Source: an optimization exercise on an open RTL-to-GDS flow (aim: small area). Production flows keep margins and buffers that such runs may drop. No activity file was given, so power comes from the tool's default toggle rates.

Design ts0710_codec, start of the top module:
module ts0710_codec (
    input  wire        clk,
    input  wire        rst,           
    input  wire        compat,        
    input  wire        stat_clr,      
    input  wire        rx_valid,
    input  wire [7:0]  rx_data,
    input  wire        rx_flush,      
    output wire        rx_code_valid,
    output wire [3:0]  rx_code,
    output wire [7:0]  frm_addr,
    output wire [7:0]  frm_ctrl,
    output wire [15:0] frm_len,
    output wire [7:0]  frm_fcs,
    output wire        pay_valid,
    output wire [7:0]  pay_data,
    output wire        in_frame,
    output wire [15:0] acc_len,
    input  wire        tx_start,
    input  wire [7:0]  tx_addr,
    input  wire [7:0]  tx_ctrl,
    input  wire [15:0] tx_len,
    output wire        tx_ready,
    input  wire        tx_pl_valid,
    input  wire [7:0]  tx_pl_data,
    output wire        tx_pl_ready,
    output wire        tx_valid,
    output wire [7:0]  tx_data,
    output reg  [31:0] cnt_ok,
    output reg  [31:0] cnt_framing,
    output reg  [31:0] cnt_checksum,
    output reg  [31:0] cnt_overflow,
    output reg  [3:0]  err_flags      
);
For scale: ~1200 cells after synthesis, roughly 270 flip-flops, about 270 I/O pins, ~13000 sq um of cells after synthesis.
make LEC_CHECK=0 CAP_MARGIN=20 CORE_MARGIN=2 CORE_UTILIZATION=40 CTS_BUF_LIST=sky130_fd_sc_hd__clkbuf_8 CTS_CLUSTER_DIAMETER=60 CTS_CLUSTER_SIZE=14 SLEW_MARGIN=20 finish   # period 10.0 ns
run.sh (not shown) runs the stock make flow with config.mk's settings and CLKGATE_MAP_FILE= SYNTH_SCRIPT=/design/flow/synth_recipe.tcl, a recipe that flattens the netlist after the stock synthesis.
The first run ran to the end with no violations.
==> next run, changes <==
==> flow/flow/run.sh (new file) <==
#!/bin/bash
# The standard layout, with plain buf_1 cells as the port buffers and a
# clock tree of clkbuf_8 cells on clusters of up to 14 flip-flops.
set -euo pipefail
bash standard.sh finish "BUFFER_PORTS_ARGS=-buffer_cell sky130_fd_sc_hd__buf_1" \
  "CTS_ARGS=-sink_clustering_enable -repair_clock_nets -sink_clustering_size 14 -sink_clustering_max_diameter 60 -buf_list sky130_fd_sc_hd__clkbuf_8 -dont_use_dummy_load" > standard.log 2>&1
==> flow/standard.sh (new file) <==
#!/bin/bash
# synth_recipe.tcl (not shown) runs the flow's synth.tcl, then flattens the netlist and writes it again
# the make line also repeats each setting of config.mk as NAME=value (left out here)
make -C /OpenROAD-flow-scripts/flow DESIGN_CONFIG=/design/flow/config.mk WORK_HOME=/design/flow/orfs CLKGATE_MAP_FILE= SYNTH_SCRIPT=/design/flow/synth_recipe.tcl "${@:-finish}"
- CTS_BUF_LIST: sky130_fd_sc_hd__clkbuf_8 -> not set
- CTS_CLUSTER_DIAMETER: 60 -> not set
- CTS_CLUSTER_SIZE: 14 -> not set
removed: flow/run.sh
The changed run completed with no timing, DRC or antenna violations.
Maximum frequency hardly moves.
Power is lower by 7.4%.
Clock-buffer cell count went up by 2.
==> next run, changes <==
==> flow/flow/run.sh (replaced) <==
#!/bin/bash
# The standard layout, with plain buf_1 cells as the port buffers and a
# clock tree of clkbuf_4 cells.
set -euo pipefail
bash standard.sh finish "BUFFER_PORTS_ARGS=-buffer_cell sky130_fd_sc_hd__buf_1" \
  "CTS_ARGS=-sink_clustering_enable -repair_clock_nets -sink_clustering_size 8 -sink_clustering_max_diameter 40 -buf_list sky130_fd_sc_hd__clkbuf_4" > standard.log 2>&1
The changed run finished with timing, DRC and antenna clean; setup slack is worse by 0.0095 ns; cell area rises by 2.0%; via count rose by 2.4%; clock-buffer cell count is higher by 30; hold slack gets better by 0.0065 ns; total power is higher by 12%; sequential power stays flat; core utilization went up by 0.92 points; synthesized area stays the same; register-to-register slack stays flat; cell count goes up by 2.7%.
==> next run, changes <==
==> flow/run.sh (new file) <==
#!/bin/bash
# synth_recipe.tcl (not shown) runs the flow's synth.tcl, then flattens the netlist and writes it again
# the make line also repeats each setting of config.mk as NAME=value (left out here)
make -C /OpenROAD-flow-scripts/flow DESIGN_CONFIG=/design/flow/config.mk WORK_HOME=/design/flow/orfs CLKGATE_MAP_FILE= SYNTH_SCRIPT=/design/flow/synth_recipe.tcl finish
- CTS_BUF_LIST: not set -> sky130_fd_sc_hd__clkbuf_16
- CTS_CLUSTER_DIAMETER: not set -> 60
- CTS_CLUSTER_SIZE: not set -> 22
removed: flow/flow/run.sh
removed: flow/standard.sh
After rerunning:
- clock-buffer cell count fell by 32
- critical path depth rose by 1
- sequential share of layout area fell by 4.8 points
- utilization grows by 6.1 points
- global-route usage hardly moves
- cell count is lower slightly
- setup slack improves by 0.019 ns
==> next run, changes <==
==> flow/flow/run.sh (new file) <==
#!/bin/bash
# The standard layout, with plain buf_1 cells as the port buffers.
set -euo pipefail
bash standard.sh finish "BUFFER_PORTS_ARGS=-buffer_cell sky130_fd_sc_hd__buf_1" > standard.log 2>&1
==> flow/standard.sh (new file) <==
#!/bin/bash
# synth_recipe.tcl (not shown) runs the flow's synth.tcl, then flattens the netlist and writes it again
# the make line also repeats each setting of config.mk as NAME=value (left out here)
make -C /OpenROAD-flow-scripts/flow DESIGN_CONFIG=/design/flow/config.mk WORK_HOME=/design/flow/orfs CLKGATE_MAP_FILE= SYNTH_SCRIPT=/design/flow/synth_recipe.tcl "${@:-finish}"
- CTS_BUF_LIST: sky130_fd_sc_hd__clkbuf_16 -> not set
- CTS_CLUSTER_DIAMETER: 60 -> not set
- CTS_CLUSTER_SIZE: 22 -> not set
removed: flow/run.sh
Outcome: Worst hold slack stays flat. Sequential cell count is unchanged. Clock skew decreases by 0.015 ns.
No functional check of the RTL was part of any run of this note.

[what the ideal ports hide]
The results above use ideal ports. As a check the final layouts listed here were re-extracted and re-timed, cells and wires unchanged.
Step 1 assumes that a clkbuf_16 drives the clock port and a buf_2 every other input.
Step 2, shift: input delay + t, output delay - t, t = (earliest + latest rising clock arrival at the registers) / 2. This alone moves slack from input paths to output paths.
Slacks: no drivers / after step 1 / after step 2; pairs: no drivers / after step 1.
| run | t (ns) | setup slack, ns | hold slack, ns | latest minus earliest clock arrival (ns) | slew at the worst register clock pin (ns) |
|---|---|---|---|---|---|
| the first run | 0.619 | 3.077 / 3.077 / 3.077 | 0.451 / 0.451 / 0.451 | 0.027 / 0.027 | 0.10 / 0.10 |
| the second run | 0.593 | 3.075 / 3.075 / 3.075 | 0.445 / 0.445 / 0.445 | 0.083 / 0.083 | 0.09 / 0.09 |
| the third run | 0.720 | 3.065 / 3.065 / 3.065 | 0.452 / 0.452 / 0.452 | 0.065 / 0.065 | 0.11 / 0.11 |
| the fourth run | 0.591 | 3.084 / 3.084 / 3.084 | 0.445 / 0.445 / 0.445 | 0.033 / 0.033 | 0.08 / 0.08 |
| the fifth run | 0.595 | 3.057 / 3.057 / 3.057 | 0.444 / 0.444 / 0.444 | 0.021 / 0.021 | 0.06 / 0.06 |
After both steps every run listed still meets setup and hold.
